This design comes from an exercise in tuning for small area, a short achievable clock period and few clock cycles on the open sky130 flow, not from production work.
Function was checked by simulation only, so behaviour that the tests miss may differ from the original.

==> inputs of job 1412 <==
==> flow/design.v <==
module ddr_cipher (
    input  wire         clk,
    input  wire         rst,           
    input  wire         cmd_valid,
    output wire         cmd_ready,
    input  wire [2:0]   cmd_op,
    input  wire [63:0]  cmd_block,     
    input  wire [127:0] cmd_key,       
    input  wire [4:0]   cmd_key_len,   
    input  wire [3:0]   cmd_rounds,    
    input  wire         cmd_srot,      
    output reg          rsp_valid,
    output reg  [63:0]  rsp_block,
    output reg          rsp_err,
    output wire [63:0]  rsp_nonce
);
    localparam [2:0] OP_KSCHED = 3'd0,
                     OP_NLOAD  = 3'd1,
                     OP_BENC   = 3'd2,
                     OP_BDEC   = 3'd3,
                     OP_MENC   = 3'd4,
                     OP_MDEC   = 3'd5;
    localparam [31:0] KP = 32'hB7E15163;
    localparam [31:0] KQ = 32'h9E3779B9;
    localparam [2:0] D_IDLE  = 3'd0,
                     D_KS    = 3'd1,    
                     D_ENC   = 3'd2,    
                     D_DEC   = 3'd3,    
                     D_MWAIT = 3'd4;    
    function [31:0] rotl32;
        input [31:0] a;
        input [4:0]  s;
        reg   [31:0] t;
        begin
            t = s[0] ? {a[30:0], a[31]}    : a;
            t = s[1] ? {t[29:0], t[31:30]} : t;
            t = s[2] ? {t[27:0], t[31:28]} : t;
            t = s[3] ? {t[23:0], t[31:24]} : t;
            t = s[4] ? {t[15:0], t[31:16]} : t;
            rotl32 = t;
        end
    endfunction
    function [31:0] rotr32;
        input [31:0] a;
        input [4:0]  s;
        reg   [31:0] t;
        begin
            t = s[0] ? {a[0],    a[31:1]}  : a;
            t = s[1] ? {t[1:0],  t[31:2]}  : t;
            t = s[2] ? {t[3:0],  t[31:4]}  : t;
            t = s[3] ? {t[7:0],  t[31:8]}  : t;
            t = s[4] ? {t[15:0], t[31:16]} : t;
            rotr32 = t;
        end
    endfunction
    function [31:0] add32;
        input [31:0] a, b;
        input        cin;
        reg   [31:0] p, g, G, P;
        integer lv, i, j;
        begin
            p = a ^ b;
            g = a & b;
            G = g;
            P = p;
            G[0] = g[0] | (p[0] & cin);
            for (lv = 0; lv < 5; lv = lv + 1)
                for (i = 0; i < 32; i = i + 1)
                    if ((i >> lv) & 1) begin
                        j = ((i >> (lv + 1)) << (lv + 1)) + (1 << lv) - 1;
                        G[i] = G[i] | (P[i] & G[j]);
                        P[i] = P[i] & P[j];
                    end
            add32 = p ^ {G[30:0], cin};
        end
    endfunction
    function [31:0] sub32;
        input [31:0] a, b;
        begin
            sub32 = add32(a, ~b, 1'b1);
        end
    endfunction
    function [63:0] enc_round;
        input [31:0] b0, b1, s1, s2;
        reg   [31:0] x0, x1;
        begin
            x0 = add32(rotl32(b0 ^ b1, b1[4:0]), s1, 1'b0);
            x1 = add32(rotl32(b1 ^ x0, x0[4:0]), s2, 1'b0);
            enc_round = {x0, x1};
        end
    endfunction
    function [63:0] dec_round;
        input [31:0] b0, b1, s1, s2;
        reg   [31:0] y0, y1;
        begin
            y1 = rotr32(sub32(b1, s2), b0[4:0]) ^ b0;
            y0 = rotr32(sub32(b0, s1), y1[4:0]) ^ y1;
            dec_round = {y0, y1};
        end
    endfunction
    reg          kvalid;
    reg  [3:0]   rm1;          
    reg          srot;
    reg  [63:0]  nonce;
    reg  [32*34-1:0] S;
    reg  [31:0]  ss;           
    reg  [127:0] L;            
    reg  [31:0]  ka, kb;       
    reg  [31:0]  sn;           
    reg  [5:0]   ki;           
    reg  [5:0]   kin;          
    reg  [5:0]   tm1;          
    reg  [1:0]   kj;           
    reg  [1:0]   kc_m1;        
    reg  [1:0]   kpass;        
    reg  [2:0]   dst;
    reg  [31:0]  b0, b1;
    reg  [3:0]   dj;           
    reg          dmdec;        
    reg          dhave;        
    reg  [63:0]  hold;         
    reg  [63:0]  prow;         
    reg  [31:0]  kb0, kb1;
    reg  [3:0]   kr;
    reg  [15:0]  koh;          
    reg          krun;         
    reg          ksv;          
    reg          pend;         
    reg          pend_err;
    reg  [63:0]  rnonce;
    assign rsp_nonce = rnonce;
    wire [31:0] s_first = S[31:0];
    function [63:0] rowsel;
        input [32*34-1:0] s;
        input [15:0]      oh;
        integer q;
        begin
            rowsel = 64'd0;
            for (q = 0; q < 16; q = q + 1)
                rowsel = rowsel | ({64{oh[q]}} & s[64*q + 32 +: 64]);
        end
    endfunction
    function [15:0] onehot16;
        input [3:0] i;
        integer q;
        begin
            for (q = 0; q < 16; q = q + 1)
                onehot16[q] = (i == q);
        end
    endfunction
    wire        d_last_e = (dj == rm1);
    wire        d_last_d = (dj == 4'd0);
    wire        k_last   = (kr == rm1);
    wire [31:0] ks_cs_s = sn ^ ka ^ kb;
    wire [31:0] ks_cs_c = (sn & ka) | (sn & kb) | (ka & kb);
    wire [31:0] ks_sa = add32(ks_cs_s, {ks_cs_c[30:0], 1'b0}, 1'b0);
    wire [4:0]  ks_x  = ka[4:0] + kb[4:0];
    wire [31:0] ks_a  = rotl32(ks_sa, srot ? 5'd3 : ks_x);
    wire [31:0] ks_lj = L[32*(3-kj) +: 32];
    wire [31:0] ks_lb = add32(ks_lj, kb, 1'b0);
    wire [4:0]  ks_y  = ks_a[4:0] + kb[4:0];
    wire [31:0] ks_b  = rotl32(add32(ks_a, ks_lb, 1'b0), ks_y);
    wire        ks_wrap = (ki == tm1);
    wire        ks_end  = ks_wrap && (kpass == 2'd2);
    wire [63:0] d_enc  = enc_round(b0, b1, prow[31:0], prow[63:32]);
    wire [63:0] d_dec  = dec_round(b0, b1, prow[31:0], prow[63:32]);
    wire [63:0] row_k  = rowsel(S, koh);
    wire [31:0] k_s2e  = k_last ? ss : row_k[63:32];
    wire [63:0] k_enc  = enc_round(kb0, kb1, row_k[31:0], k_s2e);
    reg [127:0] key_masked;
    integer n;
    always @(*) begin
        for (n = 0; n < 16; n = n + 1)
            key_masked[127 - 8*n -: 8] = (n < cmd_key_len) ? cmd_key[127 - 8*n -: 8] : 8'h00;
    end
    wire fin_e  = (dst == D_ENC) && d_last_e;
    wire fin_d  = (dst == D_DEC) && d_last_d && (!dmdec || dhave || ksv);
    wire busy_fin = fin_e || fin_d;
    assign cmd_ready = !pend && ((dst == D_IDLE) || busy_fin);
    wire accept = cmd_valid && cmd_ready;
    wire cons_mw  = (dst == D_MWAIT) && ksv;
    wire cons_dec = (dst == D_DEC) && dmdec && !dhave && ksv;
    wire cons_run = cons_mw || cons_dec;
    wire [63:0] dec_ks  = dhave ? hold : {kb0, kb1};
    wire [63:0] dec_res = {sub32(d_dec[63:32], s_first), d_dec[31:0]} ^ (dmdec ? dec_ks : 64'd0);
    wire is_blk  = (cmd_op == OP_BENC) || (cmd_op == OP_BDEC) ||
                   (cmd_op == OP_MENC) || (cmd_op == OP_MDEC);
    wire is_imm  = (cmd_op == OP_NLOAD) || (cmd_op[2:1] == 2'b11) || (is_blk && !kvalid);
    wire imm_err = (cmd_op != OP_NLOAD);
    reg  [63:0] nonce_inc;
    integer m;
    always @(*) begin
        for (m = 0; m < 64; m = m + 1)
            nonce_inc[m] = nonce[m] ^ (&(nonce | ~((64'd1 << m) - 64'd1)));
    end
    wire        cmd_dec = (cmd_op == OP_BDEC) || (cmd_op == OP_MDEC);
    wire        d_stall = (dst == D_DEC) && d_last_d && !fin_d;
    wire [5:0]  kin_m1  = kin - 6'd1;
    reg  [3:0]  dpi;
    reg         dpi_enc;
    always @(*) begin
        dpi_enc = 1'b0;
        if (dst == D_KS) begin
            dpi = kin_m1[4:1];
        end else if (accept) begin
            dpi     = cmd_dec ? rm1 : 4'd0;
            dpi_enc = (cmd_op == OP_BENC);
        end else if (dst == D_ENC) begin
            dpi     = dj + 4'd1;
            dpi_enc = 1'b1;
        end else if (dst == D_DEC) begin
            dpi = d_stall ? dj : dj - 4'd1;
        end else begin
            dpi     = 4'd0;
            dpi_enc = 1'b1;
        end
    end
    wire [63:0] row_d = rowsel(S, onehot16(dpi));
    wire [31:0] s_kin = (kin == 6'd0)  ? s_first :
                        (kin == 6'd33) ? S[32*33 +: 32] :
                        (kin[0] ? row_d[31:0] : row_d[63:32]);
    integer q;
    always @(posedge clk) begin
        prow <= {(dpi_enc && dpi == rm1) ? ss : row_d[63:32], row_d[31:0]};
        if (krun) begin
            {kb0, kb1} <= k_enc;
            kr  <= kr + 4'd1;
            koh <= {koh[14:0], 1'b0};
            if (k_last) begin
                krun <= 1'b0;
                ksv  <= 1'b1;
            end
        end
        case (dst)
        D_KS: begin
            for (q = 0; q < 34; q = q + 1)
                if (ki == q) S[32*q +: 32] <= ks_a;
            L[32*(3-kj) +: 32] <= ks_b;
            ka  <= ks_a;
            kb  <= ks_b;
            ss  <= add32(ka, ks_a, 1'b0);
            sn  <= (kpass == 2'd0 && !ks_wrap) ? sn + KQ : s_kin;
            ki  <= kin;
            kin <= (kin == tm1) ? 6'd0 : kin + 6'd1;
            kj  <= (kj == kc_m1) ? 2'd0 : kj + 2'd1;
            if (ks_wrap) kpass <= kpass + 2'd1;
            if (ks_end) begin
                kvalid <= 1'b1;
                dst    <= D_IDLE;
                kb0  <= add32(nonce[63:32], s_first, 1'b0);
                kb1  <= nonce[31:0];
                kr   <= 4'd0;
                koh  <= 16'd1;
                krun <= 1'b1;
                ksv  <= 1'b0;
            end
        end
        D_MWAIT: if (ksv) begin
            b0  <= add32(hold[63:32] ^ kb0, s_first, 1'b0);
            b1  <= hold[31:0] ^ kb1;
            dj  <= 4'd0;
            dst <= D_ENC;
        end
        D_ENC: begin
            {b0, b1} <= d_enc;
            dj <= dj + 4'd1;
            if (d_last_e) dst <= D_IDLE;
        end
        D_DEC: begin
            if (cons_dec) begin
                hold  <= {kb0, kb1};
                dhave <= 1'b1;
            end
            if (!d_last_d || fin_d) begin
                {b0, b1} <= d_dec;
                dj <= dj - 4'd1;
            end
            if (fin_d) dst <= D_IDLE;
        end
        default: dst <= D_IDLE;
        endcase
        if (cons_run) begin
            kb0  <= add32(nonce[63:32], s_first, 1'b0);
            kb1  <= nonce[31:0];
            kr   <= 4'd0;
            koh  <= 16'd1;
            krun <= 1'b1;
            ksv  <= 1'b0;
        end
        rsp_valid <= busy_fin || (dst == D_KS && ks_end) || pend;
        rsp_err   <= pend && pend_err;
        rsp_block <= fin_e ? d_enc : (fin_d ? dec_res : cmd_block);
        rnonce    <= nonce;
        pend      <= 1'b0;
        if (accept) begin
            if (is_imm) begin
                if (busy_fin) begin
                    pend     <= 1'b1;
                    pend_err <= imm_err;
                end else begin
                    rsp_valid <= 1'b1;
                    rsp_err   <= imm_err;
                    if (cmd_op == OP_NLOAD) rnonce <= cmd_block;
                end
            end
            case (cmd_op)
            OP_KSCHED: begin
                kvalid <= 1'b0;
                rm1    <= cmd_rounds;
                srot   <= cmd_srot;
                tm1    <= {1'b0, cmd_rounds, 1'b0} + 6'd3;
                L      <= key_masked;
                kc_m1  <= (cmd_key_len == 5'd0) ? 2'd0 : cmd_key_len[4:2] - {2'b0, (cmd_key_len[1:0] == 2'd0)};
                ka     <= 32'd0;
                kb     <= 32'd0;
                sn     <= KP;
                ki     <= 6'd0;
                kin    <= 6'd1;
                kj     <= 2'd0;
                kpass  <= 2'd0;
                krun   <= 1'b0;
                ksv    <= 1'b0;
                dst    <= D_KS;
            end
            OP_NLOAD: begin
                nonce <= cmd_block;
                kb0   <= add32(cmd_block[63:32], s_first, 1'b0);
                kb1   <= cmd_block[31:0];
                kr    <= 4'd0;
                koh   <= 16'd1;
                krun  <= kvalid;
                ksv   <= 1'b0;
            end
            OP_BENC: if (kvalid) begin
                b0  <= add32(cmd_block[63:32], s_first, 1'b0);
                b1  <= cmd_block[31:0];
                dj  <= 4'd0;
                dst <= D_ENC;
            end
            OP_BDEC, OP_MDEC: if (kvalid) begin
                b0    <= cmd_block[63:32];
                b1    <= sub32(cmd_block[31:0], ka);
                dj    <= rm1;
                dmdec <= cmd_op[2];
                dhave <= 1'b0;
                dst   <= D_DEC;
                if (cmd_op[2]) begin
                    nonce <= nonce_inc;
                    if (ksv && !cons_run && !(fin_d && dmdec && !dhave)) begin
                        hold  <= {kb0, kb1};
                        dhave <= 1'b1;
                        kb0   <= add32(nonce_inc[63:32], s_first, 1'b0);
                        kb1   <= nonce_inc[31:0];
                        kr    <= 4'd0;
                        koh   <= 16'd1;
                        krun  <= 1'b1;
                        ksv   <= 1'b0;
                    end
                end
            end
            OP_MENC: if (kvalid) begin
                hold  <= cmd_block;
                nonce <= nonce_inc;
                dst   <= D_MWAIT;
            end
            default: ;
            endcase
        end
        if (rst) begin
            dst       <= D_IDLE;
            kvalid    <= 1'b0;
            nonce     <= 64'd0;
            krun      <= 1'b0;
            ksv       <= 1'b0;
            pend      <= 1'b0;
            rsp_valid <= 1'b0;
        end
    end
endmodule
==> flow/run.sh <==
#!/bin/bash
# synth_recipe.tcl (not shown) runs the flow's synth.tcl, then flattens the netlist and writes it again
# the make line also repeats each setting of config.mk as NAME=value (left out here)
make -C /OpenROAD-flow-scripts/flow DESIGN_CONFIG=/design/flow/config.mk WORK_HOME=/design/flow/orfs CLKGATE_MAP_FILE= SYNTH_SCRIPT=/design/flow/synth_recipe.tcl finish
==> flow/config.mk <==
export PLATFORM = sky130hd
export DESIGN_NAME = ddr_cipher
export DESIGN_NICKNAME = ddr_cipher
export VERILOG_FILES = /design/flow/design.v
export SDC_FILE = /design/flow/constraint.sdc
export NUM_CORES = 4
export LEC_CHECK = 0
export CAP_MARGIN = 20
export CORE_MARGIN = 2
export CORE_UTILIZATION = 45
export PLACE_DENSITY = 0.55
export SETUP_SLACK_MARGIN = 4
export SLEW_MARGIN = 20
==> flow/constraint.sdc <==
create_clock -name core_clock -period 14.0 [get_ports {clk}]
set_input_delay 2.8000 -clock core_clock [delete_from_list [all_inputs] [get_ports {clk}]]
set_output_delay 2.8000 -clock core_clock [all_outputs]
set_load 0.01 [all_outputs]
==> inputs of job 6543, as changes to job 1412 <==
--- a/flow/design.v
+++ b/flow/design.v
@@ -53,39 +53,12 @@
             rotr32 = t;
         end
     endfunction
-    function [31:0] add32;
-        input [31:0] a, b;
-        input        cin;
-        reg   [31:0] p, g, G, P;
-        integer lv, i, j;
-        begin
-            p = a ^ b;
-            g = a & b;
-            G = g;
-            P = p;
-            G[0] = g[0] | (p[0] & cin);
-            for (lv = 0; lv < 5; lv = lv + 1)
-                for (i = 0; i < 32; i = i + 1)
-                    if ((i >> lv) & 1) begin
-                        j = ((i >> (lv + 1)) << (lv + 1)) + (1 << lv) - 1;
-                        G[i] = G[i] | (P[i] & G[j]);
-                        P[i] = P[i] & P[j];
-                    end
-            add32 = p ^ {G[30:0], cin};
-        end
-    endfunction
-    function [31:0] sub32;
-        input [31:0] a, b;
-        begin
-            sub32 = add32(a, ~b, 1'b1);
-        end
-    endfunction
     function [63:0] enc_round;
         input [31:0] b0, b1, s1, s2;
         reg   [31:0] x0, x1;
         begin
-            x0 = add32(rotl32(b0 ^ b1, b1[4:0]), s1, 1'b0);
-            x1 = add32(rotl32(b1 ^ x0, x0[4:0]), s2, 1'b0);
+            x0 = rotl32(b0 ^ b1, b1[4:0]) + s1;
+            x1 = rotl32(b1 ^ x0, x0[4:0]) + s2;
             enc_round = {x0, x1};
         end
     endfunction
@@ -93,8 +66,8 @@
         input [31:0] b0, b1, s1, s2;
         reg   [31:0] y0, y1;
         begin
-            y1 = rotr32(sub32(b1, s2), b0[4:0]) ^ b0;
-            y0 = rotr32(sub32(b0, s1), y1[4:0]) ^ y1;
+            y1 = rotr32(b1 - s2, b0[4:0]) ^ b0;
+            y0 = rotr32(b0 - s1, y1[4:0]) ^ y1;
             dec_round = {y0, y1};
         end
     endfunction
@@ -119,10 +92,8 @@
     reg          dmdec;        
     reg          dhave;        
     reg  [63:0]  hold;         
-    reg  [63:0]  prow;         
     reg  [31:0]  kb0, kb1;
     reg  [3:0]   kr;
-    reg  [15:0]  koh;          
     reg          krun;         
     reg          ksv;          
     reg          pend;         
@@ -132,39 +103,36 @@
     wire [31:0] s_first = S[31:0];
     function [63:0] rowsel;
         input [32*34-1:0] s;
-        input [15:0]      oh;
+        input [3:0]       j;
         integer q;
         begin
             rowsel = 64'd0;
             for (q = 0; q < 16; q = q + 1)
-                rowsel = rowsel | ({64{oh[q]}} & s[64*q + 32 +: 64]);
-        end
-    endfunction
-    function [15:0] onehot16;
-        input [3:0] i;
-        integer q;
-        begin
-            for (q = 0; q < 16; q = q + 1)
-                onehot16[q] = (i == q);
+                rowsel = rowsel | ({64{j == q}} & s[64*q + 32 +: 64]);
         end
     endfunction
+    wire [5:0]  kin_m1  = kin - 6'd1;
+    wire [3:0]  d_row   = (dst == D_KS) ? kin_m1[4:1] : dj;
+    wire [63:0] row_d   = rowsel(S, d_row);
+    wire [63:0] row_k   = rowsel(S, kr);
     wire        d_last_e = (dj == rm1);
     wire        d_last_d = (dj == 4'd0);
     wire        k_last   = (kr == rm1);
-    wire [31:0] ks_cs_s = sn ^ ka ^ kb;
-    wire [31:0] ks_cs_c = (sn & ka) | (sn & kb) | (ka & kb);
-    wire [31:0] ks_sa = add32(ks_cs_s, {ks_cs_c[30:0], 1'b0}, 1'b0);
+    wire [31:0] ks_sa = sn + ka + kb;
     wire [4:0]  ks_x  = ka[4:0] + kb[4:0];
     wire [31:0] ks_a  = rotl32(ks_sa, srot ? 5'd3 : ks_x);
     wire [31:0] ks_lj = L[32*(3-kj) +: 32];
-    wire [31:0] ks_lb = add32(ks_lj, kb, 1'b0);
+    wire [31:0] ks_lb = ks_lj + kb;
     wire [4:0]  ks_y  = ks_a[4:0] + kb[4:0];
-    wire [31:0] ks_b  = rotl32(add32(ks_a, ks_lb, 1'b0), ks_y);
+    wire [31:0] ks_b  = rotl32(ks_a + ks_lb, ks_y);
     wire        ks_wrap = (ki == tm1);
     wire        ks_end  = ks_wrap && (kpass == 2'd2);
-    wire [63:0] d_enc  = enc_round(b0, b1, prow[31:0], prow[63:32]);
-    wire [63:0] d_dec  = dec_round(b0, b1, prow[31:0], prow[63:32]);
-    wire [63:0] row_k  = rowsel(S, koh);
+    wire [31:0] s_kin = (kin == 6'd0)  ? s_first :
+                        (kin == 6'd33) ? S[32*33 +: 32] :
+                        (kin[0] ? row_d[31:0] : row_d[63:32]);
+    wire [31:0] d_s2e  = d_last_e ? ss : row_d[63:32];
+    wire [63:0] d_enc  = enc_round(b0, b1, row_d[31:0], d_s2e);
+    wire [63:0] d_dec  = dec_round(b0, b1, row_d[31:0], row_d[63:32]);
     wire [31:0] k_s2e  = k_last ? ss : row_k[63:32];
     wire [63:0] k_enc  = enc_round(kb0, kb1, row_k[31:0], k_s2e);
     reg [127:0] key_masked;
@@ -182,50 +150,17 @@
     wire cons_dec = (dst == D_DEC) && dmdec && !dhave && ksv;
     wire cons_run = cons_mw || cons_dec;
     wire [63:0] dec_ks  = dhave ? hold : {kb0, kb1};
-    wire [63:0] dec_res = {sub32(d_dec[63:32], s_first), d_dec[31:0]} ^ (dmdec ? dec_ks : 64'd0);
+    wire [63:0] dec_res = {d_dec[63:32] - s_first, d_dec[31:0]} ^ (dmdec ? dec_ks : 64'd0);
     wire is_blk  = (cmd_op == OP_BENC) || (cmd_op == OP_BDEC) ||
                    (cmd_op == OP_MENC) || (cmd_op == OP_MDEC);
     wire is_imm  = (cmd_op == OP_NLOAD) || (cmd_op[2:1] == 2'b11) || (is_blk && !kvalid);
     wire imm_err = (cmd_op != OP_NLOAD);
-    reg  [63:0] nonce_inc;
-    integer m;
-    always @(*) begin
-        for (m = 0; m < 64; m = m + 1)
-            nonce_inc[m] = nonce[m] ^ (&(nonce | ~((64'd1 << m) - 64'd1)));
-    end
-    wire        cmd_dec = (cmd_op == OP_BDEC) || (cmd_op == OP_MDEC);
-    wire        d_stall = (dst == D_DEC) && d_last_d && !fin_d;
-    wire [5:0]  kin_m1  = kin - 6'd1;
-    reg  [3:0]  dpi;
-    reg         dpi_enc;
-    always @(*) begin
-        dpi_enc = 1'b0;
-        if (dst == D_KS) begin
-            dpi = kin_m1[4:1];
-        end else if (accept) begin
-            dpi     = cmd_dec ? rm1 : 4'd0;
-            dpi_enc = (cmd_op == OP_BENC);
-        end else if (dst == D_ENC) begin
-            dpi     = dj + 4'd1;
-            dpi_enc = 1'b1;
-        end else if (dst == D_DEC) begin
-            dpi = d_stall ? dj : dj - 4'd1;
-        end else begin
-            dpi     = 4'd0;
-            dpi_enc = 1'b1;
-        end
-    end
-    wire [63:0] row_d = rowsel(S, onehot16(dpi));
-    wire [31:0] s_kin = (kin == 6'd0)  ? s_first :
-                        (kin == 6'd33) ? S[32*33 +: 32] :
-                        (kin[0] ? row_d[31:0] : row_d[63:32]);
+    wire [63:0] nonce_inc = nonce + 64'd1;
     integer q;
     always @(posedge clk) begin
-        prow <= {(dpi_enc && dpi == rm1) ? ss : row_d[63:32], row_d[31:0]};
         if (krun) begin
             {kb0, kb1} <= k_enc;
-            kr  <= kr + 4'd1;
-            koh <= {koh[14:0], 1'b0};
+            kr <= kr + 4'd1;
             if (k_last) begin
                 krun <= 1'b0;
                 ksv  <= 1'b1;
@@ -238,7 +173,7 @@
             L[32*(3-kj) +: 32] <= ks_b;
             ka  <= ks_a;
             kb  <= ks_b;
-            ss  <= add32(ka, ks_a, 1'b0);
+            ss  <= ka + ks_a;
             sn  <= (kpass == 2'd0 && !ks_wrap) ? sn + KQ : s_kin;
             ki  <= kin;
             kin <= (kin == tm1) ? 6'd0 : kin + 6'd1;
@@ -247,16 +182,15 @@
             if (ks_end) begin
                 kvalid <= 1'b1;
                 dst    <= D_IDLE;
-                kb0  <= add32(nonce[63:32], s_first, 1'b0);
+                kb0  <= nonce[63:32] + S[31:0];
                 kb1  <= nonce[31:0];
                 kr   <= 4'd0;
-                koh  <= 16'd1;
                 krun <= 1'b1;
                 ksv  <= 1'b0;
             end
         end
         D_MWAIT: if (ksv) begin
-            b0  <= add32(hold[63:32] ^ kb0, s_first, 1'b0);
+            b0  <= (hold[63:32] ^ kb0) + s_first;
             b1  <= hold[31:0] ^ kb1;
             dj  <= 4'd0;
             dst <= D_ENC;
@@ -280,10 +214,9 @@
         default: dst <= D_IDLE;
         endcase
         if (cons_run) begin
-            kb0  <= add32(nonce[63:32], s_first, 1'b0);
+            kb0  <= nonce[63:32] + s_first;
             kb1  <= nonce[31:0];
             kr   <= 4'd0;
-            koh  <= 16'd1;
             krun <= 1'b1;
             ksv  <= 1'b0;
         end
@@ -324,22 +257,21 @@
             end
             OP_NLOAD: begin
                 nonce <= cmd_block;
-                kb0   <= add32(cmd_block[63:32], s_first, 1'b0);
+                kb0   <= cmd_block[63:32] + s_first;
                 kb1   <= cmd_block[31:0];
                 kr    <= 4'd0;
-                koh   <= 16'd1;
                 krun  <= kvalid;
                 ksv   <= 1'b0;
             end
             OP_BENC: if (kvalid) begin
-                b0  <= add32(cmd_block[63:32], s_first, 1'b0);
+                b0  <= cmd_block[63:32] + s_first;
                 b1  <= cmd_block[31:0];
                 dj  <= 4'd0;
                 dst <= D_ENC;
             end
             OP_BDEC, OP_MDEC: if (kvalid) begin
                 b0    <= cmd_block[63:32];
-                b1    <= sub32(cmd_block[31:0], ka);
+                b1    <= cmd_block[31:0] - ka;
                 dj    <= rm1;
                 dmdec <= cmd_op[2];
                 dhave <= 1'b0;
@@ -349,10 +281,9 @@
                     if (ksv && !cons_run && !(fin_d && dmdec && !dhave)) begin
                         hold  <= {kb0, kb1};
                         dhave <= 1'b1;
-                        kb0   <= add32(nonce_inc[63:32], s_first, 1'b0);
+                        kb0   <= nonce_inc[63:32] + s_first;
                         kb1   <= nonce_inc[31:0];
                         kr    <= 4'd0;
-                        koh   <= 16'd1;
                         krun  <= 1'b1;
                         ksv   <= 1'b0;
                     end
--- a/flow/config.mk
+++ b/flow/config.mk
@@ -7,7 +7,6 @@
 export LEC_CHECK = 0
 export CAP_MARGIN = 20
 export CORE_MARGIN = 2
-export CORE_UTILIZATION = 45
-export PLACE_DENSITY = 0.55
-export SETUP_SLACK_MARGIN = 4
+export CORE_UTILIZATION = 30
+export PLACE_DENSITY = 0.4
 export SLEW_MARGIN = 20
==> qor summary <==
| item | job 1412 | job 6543 |
|---|---|---|
| Status | complete, no violations | complete, no violations |
| Placed inst area | 129900 um2 | 137300 um2 |
| Stage delay of the slowest cell on the critical path | 0.92 ns | 0.53 ns |
| Slew headroom | 9.100% | 10.94% |
| Combined area of all synthesized cells | 121200 um2 | 123700 um2 |
| Wire length on met3 | 86430 um | 69990 um |
| Final period util | 71.83% | 95.59% |
| Endpoint of the worst register-to-register path | kb1[31] | rsp_block[60] |
| Routed metal-1 wire length | 235400 um | 314700 um |
| Fraction of area in multi-input gates | 49.93% | 49.72% |
| Fillers | 23765 | 41442 |
| Mapped Avg Cell Area | 9.486 um2 | 9.309 um2 |
| Most used cell, CP | xnor2_1 | a21o_1 |
| Worst flop-to-flop path startpoint | koh[7] | dst[0] |
| Number of sequential storage elements | 1856 | 1776 |
| Antenna cells | 50 | 42 |
| Post-synthesis mux area share | 7.359% | 8.958% |
| Detailed Place HPWL | 480900 um | 586600 um |
Testbench counts of job 1412, summed over its fixed seeds: cycles 7,248.
Testbench counts of job 6543, summed over its fixed seeds: cycles 7,248.

-- what the ideal ports hide --
The results above use ideal ports. As a check the final layouts listed here were re-extracted and re-timed, cells and wires unchanged. Step 1: set_driving_cell puts a clkbuf_16 on clk and a buf_2 on each other input, an assumption about the parent block. Step 2 also shifts input and output timing later by t, the mid clock arrival at the registers, as if the neighbouring blocks saw the same clock. Slacks: ideal ports / drivers / drivers and shift; pairs: ideal ports / drivers.
| run | shift t [ns] | slack for setup (ns) | worst setup path at the end | slew at the worst register clock pin (ns) | worst data-port slew with drivers (ns) |
|---|---|---|---|---|---|
| job 1412 | 1.030 | 3.944 / 3.944 / 3.944 | register to register | 0.07 / 0.07 | 0.07 |
| job 6543 | 1.109 | 0.617 / 0.617 / 0.617 | register to register | 0.08 / 0.08 | 0.17 |
After both steps every run listed still meets setup and hold.
